Background: an optimization exercise with open tools, aiming at small area and few clock cycles per item. Do not read the settings as production practice. Function was checked by simulation only, so behaviour that the tests miss may differ from the original. Power and IR drop assume default switching activity.

$ cat config.mk
export PLATFORM = sky130hd
export DESIGN_NAME = softspi_exp
export DESIGN_NICKNAME = softspi_exp
export VERILOG_FILES = /design/flow/design.v
export SDC_FILE = /design/flow/constraint.sdc
export NUM_CORES = 4
export LEC_CHECK = 0
export CAP_MARGIN = 20
export CORE_MARGIN = 2
export CORE_UTILIZATION = 65
export SLEW_MARGIN = 20
$ cat constraint.sdc
create_clock -name core_clock -period 10.0 [get_ports {clk}]
set_input_delay 2.0000 -clock core_clock [delete_from_list [all_inputs] [get_ports {clk}]]
set_output_delay 2.0000 -clock core_clock [all_outputs]
set_load 0.01 [all_outputs]
$ cat design.v
module softspi_exp (
    input  wire        clk,
    input  wire        rst,           
    input  wire        cmd_valid,
    output wire        cmd_ready,
    input  wire [31:0] cmd,
    input  wire [31:0] now,           
    output reg         rsp_valid,
    output wire [15:0] rsp_data,
    output reg         rsp_refused,
    output reg         pins_oe,
    output reg         out_data,
    output reg         out_clk,
    output reg         out_latch,
    output reg         in_latch,
    output reg         in_clk,
    input  wire        in_data,
    output reg         dac_cs,
    output reg         dac_data,
    output reg         adc_convst,
    input  wire        adc_data
);
    localparam [2:0] S_IDLE  = 3'd0,
                     S_LAT   = 3'd1,    
                     S_DAC   = 3'd2,    
                     S_SCAN  = 3'd3,    
                     S_READ  = 3'd4,    
                     S_CONV  = 3'd5,    
                     S_RSP   = 3'd6;    
    reg [2:0]  state;
    reg [23:0] out_state;
    reg        out_zero;       
    reg        in_zero;        
    reg        adc_zero;       
    reg [31:0] last;
    reg        primed;
    wire       enabled = pins_oe;    
    reg [127:0] aring;
    reg [15:0]  iring;
    reg [16:0]  dring;
    reg [6:0]   ph_a;          
    reg [3:0]   ph_i;          
    reg [6:0]  bc;             
    reg [2:0]  sub;            
    reg [1:0]  st;             
    reg [4:0]  ridx;           
    reg        wv;             
    reg        is_wpin;
    reg        chain;          
    reg        k_rch, k_rpin;  
    wire [7:0] c_op  = cmd[31:24];
    wire [7:0] c_idx = cmd[15:8];
    wire [7:0] c_ch  = cmd[23:16];
    wire z23 = (cmd[23:0] == 24'd0);
    wire z_hi = (cmd[23:16] == 8'd0);
    wire z_lo = (cmd[7:0] == 8'd0);
    wire d_start = (c_op == 8'h01) && z23;
    wire d_stop  = (c_op == 8'h02) && z23;
    wire d_wpin  = (c_op == 8'h10) && z_hi && (cmd[7:1] == 7'd0);
    wire d_wport = (c_op == 8'h11);
    wire d_scan  = (c_op == 8'h20) && z23;
    wire d_rpin  = (c_op == 8'h21) && z_hi && z_lo;
    wire d_setch = (c_op == 8'h30);
    wire d_conv  = (c_op == 8'h40) && z23;
    wire d_rsmp  = (c_op == 8'h41) && z23;
    wire d_rch   = (c_op == 8'h42) && z_hi && z_lo;
    wire d_task  = (c_op == 8'h50) && z23;
    wire c_legal = d_start | d_stop | d_wpin | d_wport | d_scan | d_rpin |
                   d_setch | d_conv | d_rsmp | d_rch | d_task;
    wire [5:0]  el_lo  = {1'b0, now[4:0]} - {1'b0, last[4:0]};
    wire [26:0] el_t   = now[31:5] ^ last[31:5];
    wire [26:0] el_a   = ~now[31:5] & last[31:5];
    wire        el_eq  = ~|el_t;
    wire        el_p1  = el_t[0] & (&(el_t[26:1] ~^ el_a[25:0]));
    wire        el_hz  = el_lo[5] ? el_p1 : el_eq;
    wire        due    = primed || !el_hz || (&el_lo[4:1]);
    assign cmd_ready = (state == S_IDLE);
    wire fire    = d_task && enabled && due;
    wire go_lat  = d_start | (d_wpin && c_idx < 8'd24) | d_wport;
    wire go_dac  = d_setch && c_ch < 8'd2;
    wire go_scan = d_scan | fire;
    wire go_read = d_rsmp;
    wire go_conv = d_conv;
    wire go_rpin = d_rpin && c_idx < 8'd16 && !in_zero;
    wire go_rch  = d_rch && c_idx < 8'd8 && !adc_zero;
    wire go_rsp  = go_rpin | go_rch;
    wire   accept    = cmd_valid && cmd_ready;
    wire [15:0] a_tap;
    genvar gj;
    generate
        for (gj = 0; gj < 16; gj = gj + 1) begin : g_tap
            assign a_tap[15 - gj] = aring[90 - 6 * gj];
        end
    endgenerate
    assign rsp_data = k_rch ? a_tap : {15'd0, k_rpin & iring[15]};
    reg [6:0] rch_pre;
    always @(*) begin
        case (ridx[2:0])
            3'd0: rch_pre = 7'd89;
            3'd1: rch_pre = 7'd57;
            3'd2: rch_pre = 7'd25;
            3'd3: rch_pre = 7'd121;
            3'd4: rch_pre = 7'd90;
            3'd5: rch_pre = 7'd58;
            3'd6: rch_pre = 7'd26;
            default: rch_pre = 7'd122;
        endcase
    end
    wire rch_hit = (ph_a == rch_pre);
    wire [3:0] rp_k   = {ridx[3], ~ridx[2:0]};
    wire [3:0] rp_pre = {rp_k[3] ^ rp_k[0], rp_k[2:0]} + 4'd14;
    wire rpin_hit = (ph_i == rp_pre);
    reg [23:0] dword;
    always @(*) begin
        case (sub)
            3'd0: dword = 24'h200003;
            3'd1: dword = 24'h300003;
            3'd2: dword = 24'h1F8000;
            3'd3: dword = 24'h380001;
            3'd4: dword = 24'h020000;
            default: dword = 24'h180000;
        endcase
    end
    wire [4:0] dbit_m = bc[5:1];
    wire dac_bit = (sub[2] && sub[0] && dbit_m >= 5'd7) ? dring[1]
                                                    : dword[5'd23 - dbit_m];
    wire out_top = out_zero ? 1'b0 : out_state[23];
    wire out_b   = (is_wpin && bc[4:0] == ~ridx) ? wv : out_top;
    wire a_wr = (state == S_READ) && !in_clk && (sub == 3'd2);
    wire i_wr = (state == S_SCAN) && !in_clk && (sub == 3'd7);
    wire i_first = (bc[3:0] == 4'd0);
    always @(posedge clk) begin
        aring <= {aring[126:0], a_wr ? adc_data : aring[127]};
        iring <= {iring[14:0], i_wr ? in_data : iring[15]};
        ph_a  <= a_wr && bc == 7'd0 ? 7'd0 : ph_a + 7'd1;
        ph_i  <= i_wr && i_first ? 4'd0 : ph_i + 4'd1;
    end
    integer m;
    always @(posedge clk) begin
        if (accept) begin
            for (m = 7; m < 24; m = m + 1)
                dring[(16 - 2 * m + 34) % 17] <= cmd[23 - m];
        end else begin
            dring <= {dring[15:0], dring[16]};
        end
    end
    always @(posedge clk) begin
        if (accept && fire)
            last <= now;
        if (accept) begin
            ridx <= cmd[12:8];
            wv   <= cmd[0];
        end
    end
    wire out_rot = (state == S_LAT) && !bc[5] && !out_clk && (out_b == out_data) && (st == 2'd3);
    always @(posedge clk) begin
        if (accept && d_wport)
            out_state <= cmd[23:0];
        else if (out_rot)
            out_state <= {out_state[22:0], out_b};
    end
    always @(posedge clk) begin
        if (rst) begin
            state       <= S_IDLE;
            out_zero    <= 1'b1;
            in_zero     <= 1'b1;
            adc_zero    <= 1'b1;
            primed      <= 1'b0;
            rsp_valid   <= 1'b0;
            rsp_refused <= 1'b0;
            k_rch       <= 1'b0;
            k_rpin      <= 1'b0;
            pins_oe     <= 1'b0;
            out_data    <= 1'b0;
            out_clk     <= 1'b0;
            out_latch   <= 1'b0;
            in_latch    <= 1'b1;
            in_clk      <= 1'b1;
            dac_cs      <= 1'b1;
            dac_data    <= 1'b0;
            adc_convst  <= 1'b1;
            st          <= 2'd0;
        end else begin
            rsp_valid <= 1'b0;
            st <= (st == 2'd3) ? 2'd3 : st + 2'd1;
            case (state)
            S_IDLE: begin
                if (accept) begin
                    rsp_refused <= !c_legal;
                    k_rch   <= go_rch;
                    k_rpin  <= go_rpin;
                    is_wpin <= d_wpin;
                    chain   <= d_start | d_task;
                    bc      <= go_dac ? 7'd126 : 7'd8;
                    sub     <= go_dac ? 3'd5 : 3'd0;
                    state   <= {go_read | go_conv | go_rsp,
                                go_dac | go_scan | go_rsp,
                                go_lat | go_scan | go_conv};
                    rsp_valid <= !(go_lat | go_dac | go_scan | go_read | go_conv | go_rsp);
                    if (d_start | d_stop) begin
                        pins_oe  <= d_start;
                        out_zero <= 1'b1;
                        in_zero  <= 1'b1;
                    end
                    if (d_start) begin
                        adc_zero <= 1'b1;
                        primed   <= 1'b1;
                    end
                    if (d_wport)
                        out_zero <= 1'b0;
                    if (fire)
                        primed <= 1'b0;
                end
            end
            S_LAT: begin
                if (bc[5]) begin
                    if (!out_latch) begin
                        out_latch <= 1'b1;
                    end else begin
                        out_latch <= 1'b0;
                        out_clk   <= 1'b0;
                        out_zero  <= 1'b0;
                        bc        <= 7'd0;
                        sub       <= 3'd0;
                        if (chain) begin
                            state <= S_DAC;
                        end else begin
                            rsp_valid <= 1'b1;
                            state     <= S_IDLE;
                        end
                    end
                end else if (out_clk) begin
                    out_clk <= 1'b0;
                    if (out_b != out_data) begin
                        out_data <= out_b;
                        st       <= 2'd0;
                    end
                end else if (out_b != out_data) begin
                    out_data <= out_b;
                    st       <= 2'd0;
                end else if (st == 2'd3) begin
                    out_clk <= 1'b1;
                    bc      <= bc + 7'd1;
                end
            end
            S_DAC: begin
                if (bc[6]) begin
                    bc <= bc + 7'd1;
                end else if (bc == 7'd48) begin
                    dac_cs <= 1'b1;
                    bc     <= 7'd0;
                    if (chain && sub != 3'd4) begin
                        sub <= sub + 3'd1;
                    end else begin
                        rsp_valid <= 1'b1;
                        state     <= S_IDLE;
                    end
                end else begin
                    bc <= bc + 7'd1;
                    if (!bc[0]) begin
                        dac_cs   <= 1'b0;
                        out_clk  <= 1'b1;
                        dac_data <= dac_bit;
                    end else begin
                        out_clk  <= 1'b0;
                    end
                end
            end
            S_SCAN: begin
                if (!bc[4]) begin
                    if (in_latch) begin
                        in_latch <= 1'b0;
                    end else begin
                        in_latch <= 1'b1;
                        bc       <= 7'd16;
                    end
                end else if (in_clk) begin
                    in_clk <= 1'b0;
                    sub    <= 3'd0;
                end else if (sub != 3'd7) begin
                    sub <= sub + 3'd1;
                end else begin
                    in_clk <= 1'b1;
                    bc     <= bc + 7'd1;
                    if (bc[3:0] == 4'd15) begin
                        in_zero <= 1'b0;
                        if (chain) begin
                            state <= S_READ;
                        end else begin
                            rsp_valid <= 1'b1;
                            state     <= S_IDLE;
                        end
                    end
                end
            end
            S_READ: begin
                if (in_latch) begin
                    in_latch <= 1'b0;
                    sub      <= 3'd2;
                    bc       <= 7'd0;
                end else if (in_clk) begin
                    if (sub == 3'd7) begin
                        in_latch <= 1'b1;
                        adc_zero <= 1'b0;
                        if (chain) begin
                            adc_convst <= 1'b0;
                            sub        <= 3'd0;
                            state      <= S_CONV;
                        end else begin
                            rsp_valid <= 1'b1;
                            state     <= S_IDLE;
                        end
                    end else if (sub == 3'd3 || (sub == 3'd2 && bc != 7'd64)) begin
                        in_clk <= 1'b0;
                        sub    <= 3'd0;
                    end else begin
                        sub <= sub + 3'd1;
                    end
                end else if (sub != 3'd2) begin
                    sub <= sub + 3'd1;
                end else begin
                    in_clk <= 1'b1;
                    bc     <= bc + 7'd1;
                    sub    <= (bc == 7'd127) ? 3'd7 : 3'd0;
                end
            end
            S_CONV: begin
                if (adc_convst) begin
                    adc_convst <= 1'b0;
                    sub        <= 3'd0;
                end else if (sub != 3'd2) begin
                    sub <= sub + 3'd1;
                end else begin
                    adc_convst <= 1'b1;
                    rsp_valid  <= 1'b1;
                    state      <= S_IDLE;
                end
            end
            S_RSP: begin
                if (k_rch ? rch_hit : rpin_hit) begin
                    rsp_valid <= 1'b1;
                    state     <= S_IDLE;
                end
            end
            default: state <= S_IDLE;
            endcase
        end
    end
endmodule
$ cat flow/run.sh
#!/bin/bash
# The standard ORFS layout (standard.sh, unchanged synthesis, floorplan, power grid,
# placement, routing), with two settings changed:
#  - port buffers: one buf_1 per input and output port (buffer_ports -buffer_cell),
#    instead of the larger cell buffer_ports picks by default;
#  - clock tree: clkbuf_8 buffers, sink clusters of up to 16 flip-flops within 60 um,
#    no dummy loads.
# The make output goes to standard_flow.log; ORFS keeps each step's log under orfs/logs/.
set -euo pipefail
bash standard.sh \
  "BUFFER_PORTS_ARGS=-buffer_cell sky130_fd_sc_hd__buf_1" \
  "CTS_ARGS=-sink_clustering_enable -repair_clock_nets -dont_use_dummy_load -buf_list sky130_fd_sc_hd__clkbuf_8 -sink_clustering_size 16 -sink_clustering_max_diameter 60" \
  finish > standard_flow.log 2>&1
$ cat standard.sh
#!/bin/bash
# synth_recipe.tcl (not shown) runs the flow's synth.tcl, then flattens the netlist and writes it again
# the make line also repeats each setting of config.mk as NAME=value (left out here)
make -C /OpenROAD-flow-scripts/flow DESIGN_CONFIG=/design/flow/config.mk WORK_HOME=/design/flow/orfs CLKGATE_MAP_FILE= SYNTH_SCRIPT=/design/flow/synth_recipe.tcl "${@:-finish}"
==> results of run 1 <==
## sequential cells by signal, summed over array words and instances, names as in the netlist, 2 cells and up
signal and cells:
aring 128, bc 7, dring 17, iring 16
last 32, out_state 24, ph_a 7, ph_i 4
ridx 5, st 2, state 3, sub 3
## through the flow
stage | cells | power (W) | hold WS (ns) | utilization | setup WS (ns)
finish | 1210 | 0.00175 | 0.308 | 0.720 | 5.27
global route | 1210 | 0.00182 | 0.323 | 0.720 | 5.01
CTS | 1210 | 0.00176 | 0.311 | 0.720 | 5.35
detailed placement | 1189 | 0.00127 | 0.312 | 0.702 | 4.75
global placement | 1189 | 0.00127 | 0.310 | 0.702 | 4.95
floorplan | 908 | 0.00124 | 0.310 | - | 4.16
## worst max path at each step
stage | from | end | slack, ns | cells past startpoint
final | cmd_valid | out_state[4] | 5.27 | 5
after global placement | cmd_valid | out_state[13] | 4.95 | 5
after global routing | cmd_valid | out_state[2] | 5.01 | 5
after floorplan | now[2] | last[0] | 4.16 | 7
after CTS | cmd_valid | out_state[18] | 5.35 | 5
after detailed placement | cmd_valid | out_state[13] | 4.75 | 5
## power by group through the flow
stage | sequential [W] | clock [W] | combinational (W)
6_report | 0.00115 | 0.000502 | 0.000103
3_5_place_dp | 0.00117 | 0 | 0.000102
4_1_cts | 0.00115 | 0.000514 | 0.000103
2_1_floorplan | 0.00117 | 0 | 0.0000700
5_1_grt | 0.00115 | 0.000551 | 0.000116
3_3_place_gp | 0.00117 | 0 | 0.0000966
## cell type report
| class | count | area [sq um] | share of cell area |
|---|---|---|---|
| clock buffer | 21 | 289 | 0.0263 |
| tap | 211 | 264 | 0.0240 |
| multi-input combinational | 563 | 3770 | 0.343 |
| sequential | 268 | 6110 | 0.555 |
| timing repair buffer | 100 | 390 | 0.0355 |
| inverter | 47 | 176 | 0.0160 |
## layer usage
| metal | GRT usage | vias up | routed length (microns) |
|---|---|---|---|
| met2 | 0.444 | 293 | 10200 |
| li1 | - | 3388 | - |
| met4 | 0.0748 | 0 | 542 |
| met5 | 0 | - | 0 |
| met1 | 0.361 | 3362 | 9510 |
| met3 | 0.0504 | 54 | 1490 |
## cells by family (layout without fill, tap and decap cells)
logic type,Yosys count,count (layout),synth area share
AO/OA/AOI/OAI,128,128,0.0828
XOR/XNOR,49,49,0.0436
adder cells (fa/ha/maj),45,45,0.0561
buffers and inverters,77,168,0.0297
flip-flops,268,268,0.600
multiplexers,28,28,0.0306
AND/OR/NAND/NOR,313,313,0.157
## cells in the final DEF (no fill, tap or decap), drive strengths merged, types with 23 or more instances in the layout
master,instances
nor3,23
nand2,97
xnor2,39
o21ai,27
nor4,24
inv,44
ha,44
dfxtp,194
a21oi,36
mux2,25
nor2,56
edfxtp,74
buf,100
==> flow_summary.ini, run 1 <==
[outcome]
status = no timing/DRC/antenna violations

[drt]
routed-via-count = 7097
vias_per_cell = 5.87
drt_wl_total_microns = 21700
drt_drc_violations_left = 0
wl_per_cell_microns = 18.0
drtAntennaViolNets = 0
drtIter0Drc = 591
dr.pass1.iters = 6

[synthesis]
ys_seq_area_frac = 0.600
ys_async_sr_fraction = 0
postSynthCellCount = 908
synth_top_area_share = 0.382
synthTopCellsByArea = dfxtp_1, edfxtp_1, ha_1, nand2_1, xnor2_1
syn-num-nets = 1022
synth_common_cells = dfxtp_1, nand2_1, edfxtp_1
yosys.area.top_type = dfxtp_1
synth_cell_types = 71
synth-warning-count = 1
synth_ff_type = dfxtp_1
syn_area_per_cell_sq_um = 11.2
synth_edf_count = 74
syn_area_sq_mm = 0.0102
yosysMostFrequentCell = dfxtp_1
ys_ff_latch = 268

[power]
ir_drop_uv = 137
comb_power_share = 0.059
p_int_w = 0.00136
p_leak_nw = 4.20
p_sw_frac = 0.222
power_frac_seq = 0.654
p_sw_w = 0.000390
powerDensity_mw_per_mm2 = 159
clock_power_share = 0.287

[clocking]
insertion_delay_ns = 0.54
htreeDepth = 1
cts_hold_buf = 0
cts_sinks = 268
clk_pin_slew_ns = 0.09
cts_tree = done
ctsLongestPathBuffers = 3
numCtsBuffers = 21
clock-root-buffer = clkbuf_8
cts-resized-gates = 0
postCtsSetupBuffers = 0

[setup_path]
cp_num_buf_inv = 2
cp_common_cell = nand2_2
rr_worst_depth = 6
r2r-end = out_state[4]
cp_slowest_cell = nand2_1
critPathTopFamily = simple AND/OR/NAND/NOR gates
worst_setup_path_start_kind = input pin
path_max_fanout = 29
crit_chain = buf_1 > nand2_2 > inv_1 > nand2_2 > nand2_1
max_stage_delay_ns = 0.92
reg2reg_setup_slack_ns = 5.96
end_kind = flop
critPathKind = input pin to flop
critPathArrivalTime_ns = 4.88
r2r-start = state[2]
required_ns = 10.15

[hold_path]
min_path_type = flop to flop
hold_depth = 0
min_to = aring[65]
min-delay-start = aring[64]

[timing]
final.min_clock_period_ns = 4.73
period_share = 0.473
timing.setup.tns_ns = 0
rsz0062_at_grt = no
hold_viol = 0
finClkSkew_ns = 0.0336
maxSlewViolCount = 0
setup_viol = 0
slew_headroom = 0.341
worst_pin_slew_ns = 0.986
max_freq_mhz = 212

[placement]
hpwl_microns = 15700
gp_congestion = 0.922
io_buffers = 96
placed_area_sq_mm = 0.0107

[floorplan]
die_width_microns = 129
die_h_microns = 129
die_area_sq_mm = 0.0167
ios = 97
core_area_sq_mm = 0.0153
start_util = 0.667
row_count = 45

[layout]
drive_gt1_frac = 0.0631
final_area_sq_mm = 0.0110
num_antenna_cells = 0
area_growth_pct = 8.10
fillCellCount = 1137
final_nets = 1115

[global_routing]
track_usage = 0.267
grt_overflow = 0
grt_pass1_vias = 7032
antenna_found_initial = 0
grt_pass1_wl_microns = 35200
grt_start_max_net_pins = 33

[job]
drv_cap = 0
Testbench counts, summed over its fixed seeds: cycles 525,393, items 2,406.
==> run 2, diff against run 1 <==
--- a/design.v
+++ b/design.v
@@ -44,3 +44,2 @@
     reg [2:0]  sub;            
-    reg [1:0]  st;             
     reg [4:0]  ridx;           
@@ -154,3 +153,3 @@
     end
-    wire out_rot = (state == S_LAT) && !bc[5] && !out_clk && (out_b == out_data) && (st == 2'd3);
+    wire out_rot = (state == S_LAT) && !bc[5] && !out_clk && (out_b == out_data) && (sub == 3'd3);
     always @(posedge clk) begin
@@ -181,6 +180,4 @@
             adc_convst  <= 1'b1;
-            st          <= 2'd0;
         end else begin
             rsp_valid <= 1'b0;
-            st <= (st == 2'd3) ? 2'd3 : st + 2'd1;
             case (state)
@@ -231,14 +228,18 @@
                     end
-                end else if (out_clk) begin
-                    out_clk <= 1'b0;
-                    if (out_b != out_data) begin
+                end else begin
+                    if (sub != 3'd3)
+                        sub <= sub + 3'd1;
+                    if (out_clk) begin
+                        out_clk <= 1'b0;
+                        if (out_b != out_data) begin
+                            out_data <= out_b;
+                            sub      <= 3'd0;
+                        end
+                    end else if (out_b != out_data) begin
                         out_data <= out_b;
-                        st       <= 2'd0;
+                        sub      <= 3'd0;
+                    end else if (sub == 3'd3) begin
+                        out_clk <= 1'b1;
+                        bc      <= bc + 7'd1;
                     end
-                end else if (out_b != out_data) begin
-                    out_data <= out_b;
-                    st       <= 2'd0;
-                end else if (st == 2'd3) begin
-                    out_clk <= 1'b1;
-                    bc      <= bc + 7'd1;
                 end
==> run 2 against run 1 <==
Compared with the run above:
- clock power about the same
- register-to-register slack improved by 0.16 ns
- still clean
- clock-buffer cell count did not move
- clock skew is 0.0088 ns lower
- hold slack improved by 0.016 ns
- sequential share of layout area is essentially flat
- die area shrank 0.44%
- synthesized cell count fell by 0.66%
- via count is 2.3% lower
- largest power group unchanged
- utilization down 0.14 points
==> flow_summary.ini, run 2 <==
[outcome]
status = no timing/DRC/antenna violations

[clocking]
postCtsSetupBuffers = 0
numCtsBuffers = 21
clk_pin_slew_ns = 0.09
cts_sinks = 266
cts_hold_buf = 0
ctsLongestPathBuffers = 3
cts-resized-gates = 0
cts_tree = done
insertion_delay_ns = 0.54
htreeDepth = 1
clock-root-buffer = clkbuf_8

[synthesis]
syn_area_sq_mm = 0.0101
synth_common_cells = dfxtp_1, nand2_1, edfxtp_1
syn-num-nets = 1016
syn_area_per_cell_sq_um = 11.2
ys_ff_latch = 266
ys_seq_area_frac = 0.599
synthTopCellsByArea = dfxtp_1, edfxtp_1, ha_1, nand2_1, xnor2_1
ys_async_sr_fraction = 0
synth-warning-count = 1
synth_ff_type = dfxtp_1
synth_cell_types = 75
yosys.area.top_type = dfxtp_1
synth_top_area_share = 0.380
synth_edf_count = 74
postSynthCellCount = 902
yosysMostFrequentCell = dfxtp_1

[layout]
instances_no_fill = 1181
top_register = aring
final_nets = 1109
largestRegisters = aring: 128 flops, last: 32 flops, out_state: 24 flops
layout_common_cells = dfxtp_1, buf_1, nand2_1
drive_gt1_frac = 0.0705
largest_reg_flops = 128
layout_commonest_cell = dfxtp_1
area_growth_pct = 7.97
fillCellCount = 1103
num_antenna_cells = 0

[timing]
max_freq_mhz = 220
period_share = 0.455
maxSlewViolCount = 0
timing.setup.tns_ns = 0
finClkSkew_ns = 0.0247
worst_pin_slew_ns = 0.877
hold_viol = 0
rsz0062_at_grt = no
final.min_clock_period_ns = 4.55
slew_headroom = 0.415
setup_viol = 0

[global_routing]
grt_pass1_vias = 6815
grt_pass1_wl_microns = 34800
grt_overflow = 0
track_usage = 0.265
grt_start_max_net_pins = 33
antenna_found_initial = 0

[placement]
hpwl_microns = 15300
dpl.cell_count = 1159
io_buffers = 96
gp_congestion = 0.973

[drt]
drtIter0Drc = 620
dr.pass1.iters = 5
vias_per_cell = 5.87
drt_wl_total_microns = 21500
drt_drc_violations_left = 0
drtAntennaViolNets = 0
routed-via-count = 6936
wl_per_cell_microns = 18.2

[setup_path]
end_kind = flop
rr_worst_depth = 6
r2r-start = state[0]
reg2reg_setup_slack_ns = 6.12
cp_slowest_cell = inv_1
critPathKind = input pin to flop
worst_setup_path_start_kind = input pin
r2r-end = out_state[13]
crit_chain = buf_1 > nand2_2 > inv_1 > nand3_2 > o31ai_4 > buf_8
max_stage_delay_ns = 0.79
required_ns = 10.24
path_max_fanout = 28
critPathArrivalTime_ns = 4.79

[floorplan]
die_area_sq_mm = 0.0166
ios = 97
die_width_microns = 129
start_util = 0.666
die_h_microns = 129
core_area_sq_mm = 0.0152
row_count = 45

[power]
powerDensity_mw_per_mm2 = 156
p_sw_w = 0.000371
power_frac_seq = 0.657
p_leak_nw = 4.15
p_sw_frac = 0.218
ir_drop_uv = 172
p_int_w = 0.00133
comb_power_share = 0.049
clock_power_share = 0.295

[hold_path]
min-delay-start = aring[32]
min_to = aring[33]
min_path_type = flop to flop
hold_depth = 0

[job]
drv_cap = 0
==> run 2: final cells by class <==
cell class	instances	area (sq um)	share of cell area
inverters	48	180	0.0165
repair buffers	99	390	0.0357
well taps	188	235	0.0215
multi-input cells	559	3770	0.345
flip-flops and latches	266	6070	0.555
clock buffers	21	289	0.0264
==> run 2: layer usage <==
metal  part of all wire  GRT usage  up-vias
met5                  0          0        -
met4              0.023     0.0601        0
met3              0.070     0.0482       57
met2               0.47      0.450      280
met1               0.43      0.359     3266
li1                   -          -     3333
==> run 2: worst max-delay path: cells and delay by family <==
family          cells  cell delay, ns
buf+inv             3            1.25
simple gates        2            1.12
compound gates      1            0.41
==> run 2: power by group through the flow <==
stage / Combinational [W] / Sequential [W] / Clock, W
floorplan: 0.0000534 / 0.00114 / 0
global placement: 0.0000784 / 0.00114 / 0
detailed placement: 0.0000815 / 0.00114 / 0
CTS: 0.0000829 / 0.00112 / 0.000516
global route: 0.0000930 / 0.00112 / 0.000555
finish: 0.0000834 / 0.00112 / 0.000502
==> run 2: through the flow <==
stage | total power [W] | cell area, sq um | setup slack, ns | hold slack (ns) | utilization
after global routing | 0.00177 | 10900 | 5.24 | 0.325 | 0.719
after CTS | 0.00172 | 10900 | 5.04 | 0.319 | 0.718
after floorplan | 0.00119 | 10100 | 4.76 | 0.310 | -
after detailed placement | 0.00123 | 10600 | 4.52 | 0.313 | 0.699
after global placement | 0.00122 | 10600 | 4.71 | 0.310 | 0.699
final | 0.00171 | 10900 | 5.45 | 0.324 | 0.719
==> run 2: logic make-up (layout without fill, tap and decap cells) <==
family | Yosys count | after routing | synth area share
flip-flops | 266 | 266 | 0.599
AND/OR/NAND/NOR | 313 | 313 | 0.156
AO/OA/AOI/OAI | 125 | 125 | 0.0828
buffers and inverters | 77 | 168 | 0.0305
multiplexers | 26 | 26 | 0.0288
adder cells (fa/ha/maj) | 45 | 45 | 0.0564
XOR/XNOR | 50 | 50 | 0.0461
==> run 2: how the worst max path moves through the flow <==
stage          startpoint            end  slack (ns)  cells after the start
6_report        cmd_valid  out_state[13]        5.45                      6
2_1_floorplan     cmd[15]        last[0]        4.76                      7
3_5_place_dp    cmd_valid   out_state[1]        4.52                      5
5_1_grt         cmd_valid  out_state[14]        5.24                      6
3_3_place_gp    cmd_valid  out_state[13]        4.71                      5
4_1_cts         cmd_valid  out_state[13]        5.04                      5
Testbench counts of run 2, summed over its fixed seeds: cycles 525,949, items 2,406.
==> run 3, diff against run 2 <==
--- a/flow/run.sh
+++ b/flow/run.sh
@@ -2,5 +2,8 @@
 # The standard ORFS layout (standard.sh, unchanged synthesis, floorplan, power grid,
-# placement, routing), with two settings changed:
+# placement, routing), with these changes:
 #  - port buffers: one buf_1 per input and output port (buffer_ports -buffer_cell),
 #    instead of the larger cell buffer_ports picks by default;
+#  - before placement's repair_design, flow/downsize.tcl puts combinational cells at
+#    their smallest drive strength (repair_design and the timing repair after clock
+#    tree synthesis size them up again where needed; flip-flops are not touched);
 #  - clock tree: clkbuf_8 buffers, sink clusters of up to 16 flip-flops within 60 um,
@@ -9,4 +12,6 @@
 set -euo pipefail
+here=$(pwd)
 bash standard.sh \
   "BUFFER_PORTS_ARGS=-buffer_cell sky130_fd_sc_hd__buf_1" \
+  "PRE_RESIZE_TCL=$here/flow/downsize.tcl" \
   "CTS_ARGS=-sink_clustering_enable -repair_clock_nets -dont_use_dummy_load -buf_list sky130_fd_sc_hd__clkbuf_8 -sink_clustering_size 16 -sink_clustering_max_diameter 60" \
==> flow/downsize.tcl (new file) <==
# Before repair_design: put each combinational cell at the smallest drive
# strength of its function; repair_design (and the later timing repair)
# upsizes or buffers again wherever slew, capacitance or timing need it.
# Flip-flops, buffers, inverters of the clock and fill/tap cells are left alone.
set dont_use $::env(DONT_USE_CELLS)
set n 0
foreach inst [get_cells *] {
  set cell [get_property $inst ref_name]
  if {![regexp {^(sky130_fd_sc_hd__[a-z0-9]+)_([0-9]+)$} $cell -> base drv]} { continue }
  if {[regexp {__(df|ed|sdf|dl|clk|buf|tap|fill|decap|conb|diode)} $cell]} { continue }
  set best ""
  set best_area [get_property [get_lib_cells */$cell] area]
  foreach d {0 1 2} {
    set cand ${base}_$d
    if {$cand eq $cell || [lsearch -exact $dont_use $cand] >= 0} { continue }
    set lc [get_lib_cells -quiet */$cand]
    if {[llength $lc] == 0} { continue }
    set a [get_property $lc area]
    if {$a < $best_area} { set best $cand; set best_area $a }
  }
  if {$best ne ""} {
    replace_cell $inst $best
    incr n
  }
}
puts "downsize.tcl: resized $n cells to a smaller drive strength"
==> run 3 against run 2 <==
Compared with the run above:
- highest routed layer unchanged
- clock skew about the same
- worst setup slack got worse by 0.24 ns
- final area decreased by 0.80%
- still clean
- combinational power decreased by 2%
- sequential cell count unchanged
==> flow_summary.ini, run 3 <==
[outcome]
status = no timing/DRC/antenna violations

[synthesis]
syn_area_sq_mm = 0.0101
synth_top_family_by_area = simple AND/OR/NAND/NOR gates
yosys.area.top_type = dfxtp_1
synth_edf_count = 74
synth-xor-area-share = 0.0461
synthTopCellsByArea = dfxtp_1, edfxtp_1, ha_1, nand2_1, xnor2_1
synth_top_area_share = 0.380
ys_async_sr_fraction = 0
synth_cell_types = 75
ys_seq_area_frac = 0.599
synth_common_cells = dfxtp_1, nand2_1, edfxtp_1
synth-warning-count = 1
synth_fa_ha_area_frac = 0.0564
syn_area_per_cell_sq_um = 11.2
ys_ff_latch = 266
synthSimpleGateAreaFrac = 0.156
muxShareOfSynthArea = 0.0288
syn-num-nets = 1016
synth_compound_area_frac = 0.0828
synth_ff_type = dfxtp_1
yosysMostFrequentCell = dfxtp_1
postSynthCellCount = 902

[layout]
area_growth_pct = 7.11
fillCellCount = 1103
num_antenna_cells = 0
largestRegisters = aring: 128 flops, last: 32 flops, out_state: 24 flops
final_nets = 1109
largest_reg_flops = 128
top_register = aring
layout_commonest_cell = dfxtp_1
final_area_sq_mm = 0.0108
drive_gt1_frac = 0.0544
layout_common_cells = dfxtp_1, buf_1, nand2_1

[power]
ir_drop_uv = 168
powerDensity_mw_per_mm2 = 157
clock_power_share = 0.294
power_frac_seq = 0.658
comb_power_share = 0.048
p_leak_nw = 4.12
p_sw_frac = 0.216
p_sw_w = 0.000369
p_int_w = 0.00133

[placement]
io_buffers = 96
placed_area_sq_mm = 0.0105
gp_congestion = 0.973
hpwl_microns = 15200

[floorplan]
ios = 97
die_width_microns = 129
core_area_sq_mm = 0.0152
start_util = 0.666
die_h_microns = 129
row_count = 45
die_area_sq_mm = 0.0166

[clocking]
cts-resized-gates = 0
insertion_delay_ns = 0.55
ctsLongestPathBuffers = 3
htreeDepth = 1
clk_pin_slew_ns = 0.09
postCtsSetupBuffers = 0
cts_sinks = 266
cts_hold_buf = 0
numCtsBuffers = 21
cts_tree = done
clock-root-buffer = clkbuf_8

[global_routing]
track_usage = 0.257
grt_pass1_wl_microns = 33800
grt_start_max_net_pins = 33
grt_pass1_vias = 6793
grt_overflow = 0
antenna_found_initial = 0

[timing]
maxSlewViolCount = 0
final.min_clock_period_ns = 4.79
worst_pin_slew_ns = 0.867
setup_viol = 0
max_freq_mhz = 209
slew_headroom = 0.417
period_share = 0.479
hold_viol = 0
finClkSkew_ns = 0.0243
rsz0062_at_grt = no
timing.setup.tns_ns = 0

[setup_path]
rr_worst_depth = 6
cp_num_buf_inv = 3
max_stage_delay_ns = 0.87
critPathTopFamily = buffers and inverters
crit_chain = buf_1 > nand2_1 > inv_1 > nand3_2 > o31ai_4 > buf_8
critPathArrivalTime_ns = 5.04
worst_setup_path_start_kind = input pin
worstSetupPathDepth = 6
cp_slowest_cell = inv_1
end_kind = flop
required_ns = 10.24
critPathKind = input pin to flop
path_max_fanout = 28

[hold_path]
min_path_type = flop to flop
hold_depth = 0

[job]
drv_cap = 0

[drt]
dr.pass1.iters = 5
vias_per_cell = 5.84
routed-via-count = 6899
drt_drc_violations_left = 0
drt_wl_total_microns = 21000
drtAntennaViolNets = 0
drtIter0Drc = 728
wl_per_cell_microns = 17.8
## run 3: cell counts after synthesis
No cell type changed its count.
## run 3: path summary, 6_finish.rpt
path / from / endpoint / slack [ns]
hold / removal: aring[96] / aring[97] / 0.32
hold reg to reg: aring[96] / aring[97] / 0.32
setup / recovery: cmd_valid / out_state[16] / 5.21
setup reg to reg: state[0] / out_state[16] / 5.79
## run 3: layer usage
metal  global-route usage  wire [microns]
met1                0.350            9300
met2                0.421            9690
met3               0.0516            1430
met4               0.0780             584
met5                    0               0
## run 3: stage by stage
| step | power (W) | worst slack (ns) | utilization | std cells | hold slack [ns] |
|---|---|---|---|---|---|
| after global routing | 0.00176 | 4.89 | 0.713 | 1181 | 0.333 |
| after global placement | 0.00122 | 4.71 | 0.699 | 1159 | 0.310 |
| after floorplan | 0.00119 | 4.76 | - | 902 | 0.310 |
| final | 0.00170 | 5.21 | 0.713 | 1181 | 0.316 |
| after detailed placement | 0.00123 | 4.17 | 0.694 | 1160 | 0.312 |
| after CTS | 0.00172 | 4.76 | 0.713 | 1181 | 0.329 |
## run 3: cell families (layout without fill, tap and decap cells)
kind of cell / after synthesis / count (layout)
buf+inv: 77 / 168
flops: 266 / 266
simple gates: 313 / 313
mux: 26 / 26
fa+ha+maj: 45 / 45
xor+xnor: 50 / 50
compound gates: 125 / 125
## run 3: area by class of cell
type,instances,area (sq um),area share
Timing Repair Buffer,99,390,0.0360
Sequential cell,266,6070,0.559
Inverter,48,180,0.0166
Tap cell,188,235,0.0217
Clock buffer,21,289,0.0267
Multi-Input combinational cell,559,3680,0.340
## run 3: power groups by stage
| stage | clock [W] | combinational [W] | sequential (W) |
|---|---|---|---|
| 6_report | 0.000501 | 0.0000818 | 0.00112 |
| 5_1_grt | 0.000550 | 0.0000914 | 0.00112 |
| 3_3_place_gp | 0 | 0.0000784 | 0.00114 |
| 2_1_floorplan | 0 | 0.0000534 | 0.00114 |
| 3_5_place_dp | 0 | 0.0000805 | 0.00114 |
| 4_1_cts | 0.000514 | 0.0000813 | 0.00112 |
==> run 4, diff against run 3 <==
--- a/design.v
+++ b/design.v
@@ -86,2 +86,18 @@
     wire   accept    = cmd_valid && cmd_ready;
+    reg [6:0] rch_tgt;
+    always @(*) begin
+        case (ridx[2:0])
+            3'd0: rch_tgt = 7'd90;
+            3'd1: rch_tgt = 7'd58;
+            3'd2: rch_tgt = 7'd26;
+            3'd3: rch_tgt = 7'd122;
+            3'd4: rch_tgt = 7'd91;
+            3'd5: rch_tgt = 7'd59;
+            3'd6: rch_tgt = 7'd27;
+            default: rch_tgt = 7'd123;
+        endcase
+    end
+    wire [5:0] rch_pre   = rch_tgt[5:0] - 6'd1;
+    wire       rch_hit   = (ph_a[5:0] == rch_pre);
+    wire       rch_first = (ph_a[6] == rch_tgt[6]);
     wire [15:0] a_tap;
@@ -90,20 +106,9 @@
         for (gj = 0; gj < 16; gj = gj + 1) begin : g_tap
-            assign a_tap[15 - gj] = aring[90 - 6 * gj];
+            assign a_tap[15 - gj] = (k_first & aring[90 - 6 * gj]) |
+                                    (k_second & aring[(154 - 6 * gj) % 128]);
         end
     endgenerate
-    assign rsp_data = k_rch ? a_tap : {15'd0, k_rpin & iring[15]};
-    reg [6:0] rch_pre;
-    always @(*) begin
-        case (ridx[2:0])
-            3'd0: rch_pre = 7'd89;
-            3'd1: rch_pre = 7'd57;
-            3'd2: rch_pre = 7'd25;
-            3'd3: rch_pre = 7'd121;
-            3'd4: rch_pre = 7'd90;
-            3'd5: rch_pre = 7'd58;
-            3'd6: rch_pre = 7'd26;
-            default: rch_pre = 7'd122;
-        endcase
-    end
-    wire rch_hit = (ph_a == rch_pre);
+    wire k_first  = k_rch & rch_first;
+    wire k_second = k_rch & ~rch_first;
+    assign rsp_data = {a_tap[15:1], a_tap[0] | (k_rpin & iring[15])};
     wire [3:0] rp_k   = {ridx[3], ~ridx[2:0]};
==> run 4 against run 3 <==
Compared with the run above:
- combinational power increased by 3.7%
- synthesized cell count increased by 1.0%
- global-route usage decreased by 1.1 points
- utilization decreased by 0.98 points
- non-clock buffer count increased by 1
- sequential share of layout area decreased by 1.1 points
- clock power about the same
- power about the same
- fmax increased by 1.9%
- largest power group unchanged
==> flow_summary.ini, run 4 <==
[drt]
wl_per_cell_microns = 17.3
drtIter0Drc = 400
routed-via-count = 7045
drtAntennaViolNets = 0
drt_wl_total_microns = 21100
drt_drc_violations_left = 0
dr.pass1.iters = 6
vias_per_cell = 5.80

[synthesis]
synth_ff_type = dfxtp_1
syn-num-nets = 1025
synth_common_cells = dfxtp_1, nand2_1, edfxtp_1
yosysMostFrequentCell = dfxtp_1
ys_ff_latch = 266
synth_top_area_share = 0.371
synth_edf_count = 74
synth_cell_types = 78
synthTopCellsByArea = dfxtp_1, edfxtp_1, ha_1, xnor2_1, nand2_1
syn_area_per_cell_sq_um = 11.4
postSynthCellCount = 911
ys_async_sr_fraction = 0
ys_seq_area_frac = 0.585
synth-warning-count = 1
syn_area_sq_mm = 0.0104
yosys.area.top_type = dfxtp_1

[timing]
max_freq_mhz = 213
setup_viol = 0
rsz0062_at_grt = no
maxSlewViolCount = 0
finClkSkew_ns = 0.0506
worst_pin_slew_ns = 0.953
period_share = 0.470
slew_headroom = 0.363
final.min_clock_period_ns = 4.70
hold_viol = 0
timing.setup.tns_ns = 0

[setup_path]
r2r-start = state[0]
end_kind = flop
startpoint = cmd[20]
path_max_fanout = 27
required_ns = 10.17
worst_setup_path_start_kind = input pin
critPathArrivalTime_ns = 4.88
rr_worst_depth = 6
critPathKind = input pin to flop

[clocking]
cts_tree = done
numCtsBuffers = 21
insertion_delay_ns = 0.55
cts_sinks = 266
cts_hold_buf = 0
ctsLongestPathBuffers = 3
clock-root-buffer = clkbuf_8
postCtsSetupBuffers = 0
clk_pin_slew_ns = 0.10
cts-resized-gates = 0
htreeDepth = 1

[job]
drv_cap = 0

[layout]
layout_common_cells = dfxtp_1, buf_1, nand2_1
drive_gt1_frac = 0.0411
top_register = aring
fillCellCount = 1196
area_growth_pct = 6.56
multi_input_comb_area_sq_mm = 0.00387
layout_commonest_cell = dfxtp_1
largestRegisters = aring: 128 flops, last: 32 flops, out_state: 24 flops
largest_reg_flops = 128
post-route-util = 0.703
ff_latch_area_sq_mm = 0.00607
final_nets = 1113

[placement]
io_buffers = 96
gp_congestion = 0.961
hpwl_microns = 15400

[power]
p_leak_nw = 4.18
ir_drop_uv = 140
powerDensity_mw_per_mm2 = 154

[floorplan]
die_area_sq_mm = 0.0170
ios = 97
die_h_microns = 130
row_count = 46
core_area_sq_mm = 0.0157
die_width_microns = 130
start_util = 0.660

[global_routing]
grt_start_max_net_pins = 31
track_usage = 0.246
antenna_found_initial = 1
grt_overflow = 0
grt_pass1_vias = 6792
grt_pass1_wl_microns = 33100

[outcome]
status = no timing/DRC/antenna violations

[hold_path]
hold_depth = 0
min_path_type = flop to flop
min-delay-start = aring[33]
-- run 4: cell types whose count changed in the layout (fill, tap and decap cells not counted), moves of 13 or more --
| cell | before | now |
|---|---|---|
| a22o_1 | 2 | 16 |
| and2_1 | 23 | 6 |
| mux2_1 | 0 | 17 |
| mux2_2 | 25 | 9 |
| nor4_1 | 18 | 35 |
| o21ai_0 | 30 | 17 |
-- run 4: power breakdown --
| group | internal [W] | switching [W] | total [W] | leakage [nW] |
|---|---|---|---|---|
| Sequential | 0.00111 | 0.00000796 | 0.00112 | 2.24 |
| Clock | 0.000189 | 0.000309 | 0.000498 | 0.151 |
| Combinational | 0.0000340 | 0.0000508 | 0.0000848 | 1.80 |
-- run 4: final cells by class --
cell class,count,share of cell area
Clock buffer,21,0.0261
Tap cell,216,0.0245
Sequential cell,266,0.549
Multi-Input combinational cell,567,0.350
Inverter,43,0.0146
Antenna cell,1,0.000226
Timing Repair Buffer,100,0.0353
-- run 4: final timing paths --
path	end	slack, ns
hold reg to reg	aring[34]	0.30
setup reg to reg	out_state[18]	6.08
hold / removal	aring[34]	0.30
setup / recovery	last[26]	5.30
-- run 4: cell families after synthesis --
group	Yosys count	share of synthesized area
multiplexers	27	0.0292
AO/OA/AOI/OAI	135	0.0919
AND/OR/NAND/NOR	300	0.159
adder cells (fa/ha/maj)	45	0.0550
XOR/XNOR	60	0.0507
buffers and inverters	78	0.0298
flip-flops	266	0.585
-- run 4: critical path, cell delays in order --
cell and delay, ns:
buf_1 0.08, or4_1 0.57, nand4b_1 0.49, nor4_1 0.49, nand2_1 0.13, nor3_1 0.64, buf_4 0.46
-- run 4: stage by stage --
stage | worst slack (ns) | total power, W | area [sq um] | hold slack, ns | instances
floorplan | 4.10 | 0.00120 | 10400 | 0.310 | 911
global placement | 5.24 | 0.00123 | 10900 | 0.311 | 1192
detailed placement | 4.75 | 0.00123 | 10800 | 0.312 | 1192
CTS | 5.28 | 0.00172 | 11000 | 0.309 | 1213
global route | 5.05 | 0.00176 | 11100 | 0.318 | 1213
finish | 5.30 | 0.00170 | 11100 | 0.303 | 1214
-- run 4: per-layer routing --
layer,track usage,vias up,part of all wire
met3,0.0390,51,0.060
met2,0.421,231,0.47
li1,-,3429,-
met5,0,-,0
met1,0.325,3334,0.44
met4,0.0740,0,0.026
Testbench counts of run 4, summed over its fixed seeds: cycles 519,869, items 2,406.

-- what the ideal ports hide --
No port has a modelled driver above. Below, the same layouts with a new extraction and two added sets of constraints. Step 1 (the two cells are an assumption about what drives the block):
set clk [get_ports {clk}]
set_driving_cell -lib_cell sky130_fd_sc_hd__clkbuf_16 $clk
set_driving_cell -lib_cell sky130_fd_sc_hd__buf_2 [delete_from_list [all_inputs] $clk]
Step 2 moves the port delays by t, midway between the first and last clock arrival at a register: inputs arrive t later, outputs are due t later. That takes back most of the time a late clock gives input paths. Slacks: no drivers / after step 1 / after step 2; pairs: no drivers / after step 1.
run	t (ns)	setup slack, ns	hold WS [ns]	worst setup path at the end
run 1	0.564	5.273 / 5.249 / 4.685	0.308 / 0.308 / 0.308	input to register
run 2	0.562	5.447 / 5.459 / 4.897	0.324 / 0.324 / 0.324	input to register
run 3	0.573	5.207 / 5.221 / 4.648	0.316 / 0.316 / 0.316	input to register
run 4	0.561	5.297 / 5.316 / 4.754	0.303 / 0.303 / 0.303	input to register
After both steps every run listed still meets setup and hold. For run 1, which loses most, drivers alone change the setup slack by -0.024 ns; drivers and shift together by -0.588 ns.
